This design comes from an exercise in tuning for small area, a short achievable clock period and few clock cycles on the open sky130 flow, not from production work.
At most, simulation tests tie the RTL to the original design; equivalence was not proved.
No activity file was given, so power comes from the tool's default toggle rates.

==> run E <==
==> flow/design.v <==
`timescale 1ns/10ps
module pjv_madd (
    input  wire [15:0] pos,
    input  wire [15:0] jdm,
    input  wire [15:0] klen,
    input  wire [7:0]  jfreq,
    input  wire        run,
    input  wire        jd,
    input  wire        ji,
    input  wire        ph,
    input  wire        jmp,
    input  wire        cb,
    input  wire        jb,
    output wire [15:0] y,
    output wire        w
);
    wire [15:0] a   = (jd & ph) ? jdm : pos;
    wire [15:0] b   = (((jd & ph) | (run & jmp)) ? jdm : 16'd0) |
                      (((jd | ji) & ~ph) ? pos : 16'd0) |
                      ((ji & ph & jb) ? {8'd0, jfreq} : 16'd0);
    wire        cin = run | (jd & cb);
    wire [15:0] m   = ji ? 16'd255 : klen;
    wire [16:0] s = {1'b0, a} + {1'b0, b} + {16'd0, cin};
    wire [15:0] nm = ~m;
    wire [15:0] cs_x = a ^ b ^ nm;
    wire [15:0] cs_c = (a & b) | (a & nm) | (b & nm);
    wire [17:0] t = {2'b11, cs_x} + {1'b0, cs_c, 1'b1} + {17'd0, cin};
    assign w = ~t[17];
    assign y = w ? t[15:0] : s[15:0];
endmodule
module pjv_add8 (
    input  wire [7:0] a,
    input  wire [7:0] b,
    output wire [7:0] y
);
    assign y = a + b;
endmodule
module pjv_rdmux (
    input  wire [3:0]  addr,
    input  wire        kvalid,
    input  wire        ok,
    input  wire [3:0]  errsub,
    input  wire [31:0] erract,
    input  wire [31:0] kbuf_len,
    input  wire [31:0] dlen,
    input  wire [15:0] klen,
    input  wire [7:0]  jfreq,
    input  wire [23:0] jlen,
    output reg  [31:0] rdata
);
    localparam [3:0] R_STATUS = 4'd1, R_ERRCODE = 4'd2, R_ERRSUB = 4'd3,
                     R_ERREXP = 4'd4, R_ERRACT = 4'd5, R_KBUF_LEN = 4'd6,
                     R_DLEN = 4'd7, R_KLEN = 4'd8, R_JFREQ = 4'd9, R_JLEN = 4'd10;
    localparam [3:0] SUB_HEADER = 4'd1, SUB_LENGTH = 4'd3, SUB_TRUNCATED = 4'd4,
                     SUB_KEYLEN = 4'd5, SUB_BADCMD = 4'd7, SUB_DLEN = 4'd8;
    wire       err     = (errsub != 4'd0);
    wire [1:0] errcode = (errsub == SUB_BADCMD || errsub == SUB_DLEN) ? 2'd1 :
                         err ? 2'd2 : 2'd0;
    reg [16:0] errexp;
    always @(*) begin
        case (errsub)
            SUB_TRUNCATED: errexp = 17'd8;
            SUB_HEADER:    errexp = 17'hFF;
            SUB_LENGTH:    errexp = {1'b0, klen} + 17'd8;
            SUB_KEYLEN:    errexp = 17'd4;
            SUB_DLEN:      errexp = 17'd4096;
            default:       errexp = 17'd0;
        endcase
    end
    always @(*) begin
        case (addr)
            R_STATUS:   rdata = {29'd0, err, ok, kvalid};
            R_ERRCODE:  rdata = {30'd0, errcode};
            R_ERRSUB:   rdata = {28'd0, errsub};
            R_ERREXP:   rdata = {15'd0, errexp};
            R_ERRACT:   rdata = erract;
            R_KBUF_LEN: rdata = kbuf_len;
            R_DLEN:     rdata = dlen;
            R_KLEN:     rdata = kvalid ? {16'd0, klen} : 32'd0;
            R_JFREQ:    rdata = kvalid ? {24'd0, jfreq} : 32'd0;
            R_JLEN:     rdata = kvalid ? {8'd0, jlen} : 32'd0;
            default:    rdata = 32'd0;
        endcase
    end
endmodule
`timescale 1ns/10ps
module pjv_engine (
    input  wire        clk,
    input  wire        rst,
    input  wire        reg_we,
    input  wire [3:0]  reg_addr,
    input  wire [31:0] reg_wdata,
    output reg  [31:0] reg_rdata,
    input  wire        kbuf_wr,       
    output wire        busy,
    output wire        kmem_re,
    output wire [16:0] kmem_addr,
    input  wire [7:0]  kmem_rdata,
    output wire        dmem_re,
    output wire [11:0] dmem_raddr,
    input  wire [7:0]  dmem_rdata,
    output wire        dmem_we,
    output wire [11:0] dmem_waddr,
    output wire [7:0]  dmem_wdata
);
    localparam [3:0] R_CMD = 4'd0, R_STATUS = 4'd1, R_ERRCODE = 4'd2,
                     R_ERRSUB = 4'd3, R_ERREXP = 4'd4, R_ERRACT = 4'd5,
                     R_KBUF_LEN = 4'd6, R_DLEN = 4'd7, R_KLEN = 4'd8,
                     R_JFREQ = 4'd9, R_JLEN = 4'd10;
    localparam [3:0] SUB_HEADER = 4'd1, SUB_FINALIZER = 4'd2, SUB_LENGTH = 4'd3,
                     SUB_TRUNCATED = 4'd4, SUB_KEYLEN = 4'd5, SUB_NOKEY = 4'd6,
                     SUB_BADCMD = 4'd7, SUB_DLEN = 4'd8;
    reg st_idle;    
    reg st_kd;      
    reg st_jd;      
    reg st_ji;      
    reg st_js;      
    reg st_run;     
    reg        kvalid, ok;
    reg [3:0]  errsub;
    reg [31:0] erract, kbuf_len, dlen;
    reg [15:0] klen;
    reg [7:0]  jfreq;
    reg [23:0] jlen;
    reg [15:0] jdm;
    reg [5:0]  bc;          
    reg        dir;         
    reg [15:0] pos;         
    reg        pol;         
    reg        vk;          
    reg        ks;          
    reg        v1;          
    assign busy = ~st_idle;
    wire [11:0] wi   = erract[11:0];    
    wire [3:0]  pass = erract[15:12];   
    wire        wl   = erract[16];      
    wire        n1   = erract[17];      
    wire [7:0]  kreg = erract[25:18];   
    wire [3:0]  kc   = erract[29:26];   
    wire        cb   = erract[30];      
    wire        jb   = erract[31];      
    wire [8:0]  jint = dlen[21:13];     
    wire [8:0]  cnt  = dlen[30:22];     
    wire        jmp  = dlen[31];        
    wire [16:0] klen8 = {1'b0, klen} + 17'd8;
    wire [31:0] rdata;
    pjv_rdmux u_rdmux (
        .addr     (reg_addr),
        .kvalid   (kvalid),
        .ok       (ok),
        .errsub   (errsub),
        .erract   (erract),
        .kbuf_len (kbuf_len),
        .dlen     (dlen),
        .klen     (klen),
        .jfreq    (jfreq),
        .jlen     (jlen),
        .rdata    (rdata)
    );
    always @(*) reg_rdata = rdata;
    wire        ph = ~bc[0];
    wire [15:0] ma_y;
    wire        ma_w;
    pjv_madd u_madd (
        .pos    (pos),
        .jdm    (jdm),
        .klen   (klen),
        .jfreq  (jfreq),
        .run    (st_run),
        .jd     (st_jd),
        .ji     (st_ji),
        .ph     (ph),
        .jmp    (jmp),
        .cb     (cb),
        .jb     (jb),
        .y      (ma_y),
        .w      (ma_w)
    );
    wire [11:0] nm1    = dlen[11:0] - 12'd1;         
    wire [11:0] ri     = wl ? 12'd0 : wi + 12'd1;    
    wire        done   = wl && (pass == 4'd10);
    wire        issue  = st_run && !done && !(n1 && vk);
    wire        dexe   = vk && st_run && !done;
    pjv_add8 u_add8 (
        .a (dmem_rdata),
        .b (kreg),
        .y (dmem_wdata)
    );
    assign dmem_we    = v1;
    assign dmem_waddr = wi;
    assign dmem_raddr = ri;
    assign dmem_re    = dexe;
    wire        kd_lo   = st_kd && !kc[3] && (kc[2:0] != 3'd7);
    assign kmem_addr = kd_lo ? {14'd0, kc[2:0]} : ({1'b0, pos} + 17'd7);
    assign kmem_re   = issue | (st_kd && !kc[3]);
    wire [7:0]  kb = kmem_rdata;      
    task automatic finish(input [3:0] sub, input [31:0] act_v);
        begin
            ok      <= (sub == 4'd0);
            errsub  <= sub;
            erract  <= act_v;
            st_idle <= 1'b1;
            st_kd   <= 1'b0;
            st_jd   <= 1'b0;
            st_ji   <= 1'b0;
            st_js   <= 1'b0;
            st_run  <= 1'b0;
        end
    endtask
    always @(posedge clk) begin
        if (rst) begin
            st_idle  <= 1'b1;
            st_kd    <= 1'b0;
            st_jd    <= 1'b0;
            st_ji    <= 1'b0;
            st_js    <= 1'b0;
            st_run   <= 1'b0;
            kvalid   <= 1'b0;
            ok       <= 1'b0;
            errsub   <= 4'd0;
            erract   <= 32'd0;
            kbuf_len <= 32'd0;
            dlen     <= 32'd0;
            vk       <= 1'b0;
            v1       <= 1'b0;
        end else begin
            vk <= issue;
            v1 <= dexe;
            if (st_idle) begin
                if (kbuf_wr)
                    kvalid <= 1'b0;
                if (reg_we) begin
                    case (reg_addr)
                        R_KBUF_LEN: begin
                            kbuf_len <= reg_wdata;
                            kvalid   <= 1'b0;
                        end
                        R_DLEN: dlen <= reg_wdata;
                        R_CMD: begin
                            if (reg_wdata == 32'd1) begin
                                kvalid <= 1'b0;
                                if (kbuf_len < 32'd8)
                                    finish(SUB_TRUNCATED, kbuf_len);
                                else begin
                                    erract[29:26]      <= 4'd0;
                                    st_idle <= 1'b0;
                                    st_kd   <= 1'b1;
                                end
                            end else if (reg_wdata == 32'd2 || reg_wdata == 32'd3) begin
                                dir <= reg_wdata[0];
                                if (!kvalid)
                                    finish(SUB_NOKEY, 32'd0);
                                else if (dlen > 32'd4096)
                                    finish(SUB_DLEN, dlen);
                                else begin
                                    pos     <= 16'd0;
                                    bc      <= 6'd17;
                                    st_idle <= 1'b0;
                                    st_ji   <= 1'b1;
                                end
                            end else begin
                                finish(SUB_BADCMD, reg_wdata);
                            end
                        end
                        default: ;
                    endcase
                end
            end
            if (st_kd) begin
                erract[29:26] <= kc + 4'd1;
                case (kc)
                    4'd1: if (kb != 8'hFF) finish(SUB_HEADER, {24'd0, kb});
                    4'd2: klen[15:8] <= kb;
                    4'd3: klen[7:0]  <= kb;
                    4'd4: begin
                        jfreq <= kb;
                        pos   <= klen;
                        if (kbuf_len != {15'd0, klen8})
                            finish(SUB_LENGTH, kbuf_len);
                        else if (klen < 16'd4)
                            finish(SUB_KEYLEN, {30'd0, kbuf_len[1:0]});   
                    end
                    4'd5: jlen[23:16] <= kb;
                    4'd6: jlen[15:8]  <= kb;
                    4'd7: jlen[7:0]   <= kb;
                    4'd8: begin
                        if (kb != 8'h00)
                            finish(SUB_FINALIZER, {24'd0, kb});
                        else begin
                            pos   <= 16'd0;
                            jdm   <= 16'd0;
                            erract[30]    <= jlen[23];
                            bc    <= 6'd47;
                            st_kd <= 1'b0;
                            st_jd <= 1'b1;
                        end
                    end
                    default: ;
                endcase
            end
            if (st_jd) begin
                bc <= bc - 6'd1;
                if (!ph) begin
                    pos <= ma_y;
                    erract[30]  <= ma_w;
                end else begin
                    jdm <= ma_y;
                    erract[30]  <= (bc[5:1] == 5'd0) ? 1'b0 : jlen[bc[5:1] - 5'd1];
                    if (bc == 6'd0) begin
                        kvalid <= 1'b1;
                        finish(4'd0, 32'd0);
                    end
                end
            end
            if (st_ji) begin
                pos <= ma_y;
                if (!ph)
                    erract[30] <= ma_w;
                else
                    dlen[21:13] <= {jint[7:0], cb ^ ma_w} + {7'd0, cb & ma_w, 1'b0};
                erract[31] <= dlen[4 + bc[4:1]];
                bc <= bc - 6'd1;
                if (bc[4:0] == 5'd0) begin
                    st_ji <= 1'b0;
                    st_js <= 1'b1;
                end
            end
            if (st_js) begin
                if (jint < 9'd2) begin
                    dlen[21:13] <= 9'd2;
                    dlen[30:22]  <= 9'd2;
                end else begin
                    dlen[30:22]  <= jint;
                end
                dlen[31]  <= 1'b0;
                pos  <= 16'd0;
                pol  <= 1'b0;
                erract[11:0]   <= nm1;
                erract[17]   <= (nm1 == 12'd0);
                erract[16]   <= 1'b1;
                erract[15:12] <= 4'd0;
                st_js <= 1'b0;
                if (dlen[12:0] == 13'd0) begin
                    dlen[31:13] <= 19'd0;
                    finish(4'd0, 32'd0);
                end
                else
                    st_run <= 1'b1;
            end
            if (dexe) begin
                erract[25:18] <= ks ? (8'd0 - kmem_rdata) : kmem_rdata;
                erract[11:0]   <= ri;
                erract[16]   <= (ri == nm1);
                if (wl)
                    erract[15:12] <= pass + 4'd1;
            end
            if (issue) begin
                ks   <= (dir != pol);
                pos  <= ma_y;
                if (jmp) begin
                    dlen[30:22] <= jint;
                    pol <= ~pol;
                end else begin
                    dlen[30:22] <= cnt - 9'd1;
                end
                dlen[31] <= !jmp && (cnt == 9'd2);
            end
            if (st_run && done) begin
                dlen[31:13] <= 19'd0;
                finish(4'd0, 32'd0);
            end
        end
    end
endmodule
==> flow/flow/run.sh <==
#!/bin/bash
# Standard ORFS layout, with plain buffers (not delay cells) on the ports.
set -euo pipefail
export BUFFER_PORTS_ARGS="-buffer_cell sky130_fd_sc_hd__buf_2"
bash standard.sh > standard.log 2>&1
==> flow/standard.sh <==
#!/bin/bash
# synth_recipe.tcl (not shown) runs the flow's synth.tcl, then flattens the netlist and writes it again
# the make line also repeats each setting of config.mk as NAME=value (left out here)
make -C /OpenROAD-flow-scripts/flow DESIGN_CONFIG=/design/flow/config.mk WORK_HOME=/design/flow/orfs CLKGATE_MAP_FILE= SYNTH_SCRIPT=/design/flow/synth_recipe.tcl "${@:-finish}"
==> flow/config.mk <==
export PLATFORM = sky130hd
export DESIGN_NAME = pjv_engine
export DESIGN_NICKNAME = pjv_engine
export VERILOG_FILES = /design/flow/design.v
export SDC_FILE = /design/flow/constraint.sdc
export NUM_CORES = 4
export LEC_CHECK = 0
export CAP_MARGIN = 20
export CORE_MARGIN = 2
export CORE_UTILIZATION = 40
export SETUP_SLACK_MARGIN = 4.0
export SLEW_MARGIN = 20
export SYNTH_HIERARCHICAL = 1
export SYNTH_MINIMUM_KEEP_SIZE = 0
export TNS_END_PERCENT = 0
==> flow/constraint.sdc <==
create_clock -name core_clock -period 8.0 [get_ports {clk}]
set_input_delay 1.6000 -clock core_clock [delete_from_list [all_inputs] [get_ports {clk}]]
set_output_delay 1.6000 -clock core_clock [all_outputs]
set_load 0.01 [all_outputs]
==> run C (differences from run E) <==
--- a/flow/design.v
+++ b/flow/design.v
@@ -33,5 +33,6 @@
     input  wire [7:0] b,
+    input  wire       cin,
     output wire [7:0] y
 );
-    assign y = a + b;
+    assign y = a + b + {7'd0, cin};
 endmodule
@@ -46,2 +47,3 @@
     input  wire [15:0] klen,
+    input  wire [16:0] klen8,
     input  wire [7:0]  jfreq,
@@ -63,3 +65,3 @@
             SUB_HEADER:    errexp = 17'hFF;
-            SUB_LENGTH:    errexp = {1'b0, klen} + 17'd8;
+            SUB_LENGTH:    errexp = klen8;
             SUB_KEYLEN:    errexp = 17'd4;
@@ -125,3 +127,2 @@
     reg [15:0] jdm;
-    reg [5:0]  bc;          
     reg        dir;         
@@ -138,2 +139,4 @@
     wire [7:0]  kreg = erract[25:18];   
+    wire        ksw  = erract[26];      
+    wire [5:0]  bc   = erract[23:18];   
     wire [3:0]  kc   = erract[29:26];   
@@ -142,2 +145,3 @@
     wire [8:0]  jint = dlen[21:13];     
+    wire [8:0]  jint_f = {jint[7:0], 1'b0} + {7'd0, cb & jb, cb ^ jb};
     wire [8:0]  cnt  = dlen[30:22];     
@@ -155,2 +159,3 @@
         .klen     (klen),
+        .klen8    (klen8),
         .jfreq    (jfreq),
@@ -184,5 +189,6 @@
     pjv_add8 u_add8 (
-        .a (dmem_rdata),
-        .b (kreg),
-        .y (dmem_wdata)
+        .a   (dmem_rdata),
+        .b   (kreg ^ {8{ksw}}),
+        .cin (ksw),
+        .y   (dmem_wdata)
     );
@@ -201,2 +207,3 @@
             erract  <= act_v;
+            pos     <= 16'd0;      
             st_idle <= 1'b1;
@@ -221,2 +228,3 @@
             erract   <= 32'd0;
+            pos      <= 16'd0;
             kbuf_len <= 32'd0;
@@ -255,4 +263,4 @@
                                 else begin
-                                    pos     <= 16'd0;
-                                    bc      <= 6'd17;
+                                    erract[31:30] <= 2'b00;
+                                    erract[23:18]      <= 6'd17;
                                     st_idle <= 1'b0;
@@ -277,3 +285,7 @@
                         pos   <= klen;
-                        if (kbuf_len != {15'd0, klen8})
+                        erract[31] <= (kbuf_len != {15'd0, klen8});   
+                    end
+                    4'd5: begin
+                        jlen[23:16] <= kb;
+                        if (jb)
                             finish(SUB_LENGTH, kbuf_len);
@@ -282,3 +294,2 @@
                     end
-                    4'd5: jlen[23:16] <= kb;
                     4'd6: jlen[15:8]  <= kb;
@@ -292,3 +303,3 @@
                             erract[30]    <= jlen[23];
-                            bc    <= 6'd47;
+                            erract[23:18]    <= 6'd47;
                             st_kd <= 1'b0;
@@ -301,3 +312,3 @@
             if (st_jd) begin
-                bc <= bc - 6'd1;
+                erract[23:18] <= bc - 6'd1;
                 if (!ph) begin
@@ -316,8 +327,10 @@
                 pos <= ma_y;
-                if (!ph)
-                    erract[30] <= ma_w;
-                else
-                    dlen[21:13] <= {jint[7:0], cb ^ ma_w} + {7'd0, cb & ma_w, 1'b0};
-                erract[31] <= dlen[4 + bc[4:1]];
-                bc <= bc - 6'd1;
+                if (!ph) begin
+                    dlen[21:13] <= jint_f;
+                    erract[30]  <= ma_w;
+                    erract[31]  <= dlen[4 + bc[4:1]];
+                end else begin
+                    erract[31]  <= ma_w;
+                end
+                erract[23:18] <= bc - 6'd1;
                 if (bc[4:0] == 5'd0) begin
@@ -328,7 +341,8 @@
             if (st_js) begin
-                if (jint < 9'd2) begin
+                if (jint_f < 9'd2) begin
                     dlen[21:13] <= 9'd2;
-                    dlen[30:22]  <= 9'd2;
+                    dlen[30:22] <= 9'd2;
                 end else begin
-                    dlen[30:22]  <= jint;
+                    dlen[21:13] <= jint_f;
+                    dlen[30:22] <= jint_f;
                 end
@@ -350,3 +364,4 @@
             if (dexe) begin
-                erract[25:18] <= ks ? (8'd0 - kmem_rdata) : kmem_rdata;
+                erract[25:18] <= kmem_rdata;
+                erract[26]    <= ks;
                 erract[11:0]   <= ri;
==> flow/flow/run.sh (replaced) <==
#!/bin/bash
# Standard ORFS layout, with plain buffers (not delay cells) on the ports and
# no dummy balancing loads in the clock tree.
set -euo pipefail
export BUFFER_PORTS_ARGS="-buffer_cell sky130_fd_sc_hd__buf_2"
export CTS_ARGS="-sink_clustering_enable -repair_clock_nets -dont_use_dummy_load"
bash standard.sh > standard.log 2>&1
Settings changed: CORE_UTILIZATION 40 to 50.
==> comparison table <==
                                                                       run E           run C
Run status                                                    finished clean  finished clean
Post-Route Skew                                                    0.0150 ns       0.0178 ns
Height of the die                                                     213 um          186 um
Global routing usage on met2                                           52.1%           65.4%
XOR/XNOR share of the synthesized area                                 5.18%           6.78%
Number of DRC violations after detailed-routing iteration 0            2,393           2,922
Post-cts repair resize count                                              34              31
Number of fillers in the final layout                                  4,317           3,139
Maximum number of pins on one net before global-route repair              56              36
Relative contribution of sequential cells to total power               43.3%           49.0%
Placement Cell Area                                               0.0185 mm2      0.0176 mm2
Buf+Inv Stages, Crit Path                                                  3               4
Largest voltage drop on the vdd net                                   154 uV          156 uV
Worst-case setup slack after placement                               2.24 ns         2.64 ns
Testbench counts of run C, summed over its fixed seeds: cycles 301,710.
Function not checked in run E: the RTL went through the layout flow alone.

==> afterwards: timing with drivers on the ports <==
In the flow no input, the clock included, has a driving cell. The finished layouts below were timed again as built, in two steps.
Step 1, drivers: a clkbuf_16 drives clk and a buf_2 each remaining input, both assumed.
Step 2 moves the port delays by t, midway between the first and last clock arrival at a register: inputs arrive t later, outputs are due t later. That takes back most of the time a late clock gives input paths.
Slacks: ideal ports / drivers / drivers and shift; pairs: ideal ports / drivers.
| run | shift t [ns] | slack for setup (ns) | worst setup path after step 2 |
|---|---|---|---|
| run E | 0.534 | 3.254 / 3.143 / 2.892 | input to register |
| run C | 0.512 | 3.246 / 3.099 / 2.906 | input to register |
After both steps every run listed still meets setup and hold. For run E, which loses most, drivers alone change the setup slack by -0.111 ns; drivers and shift together by -0.362 ns.
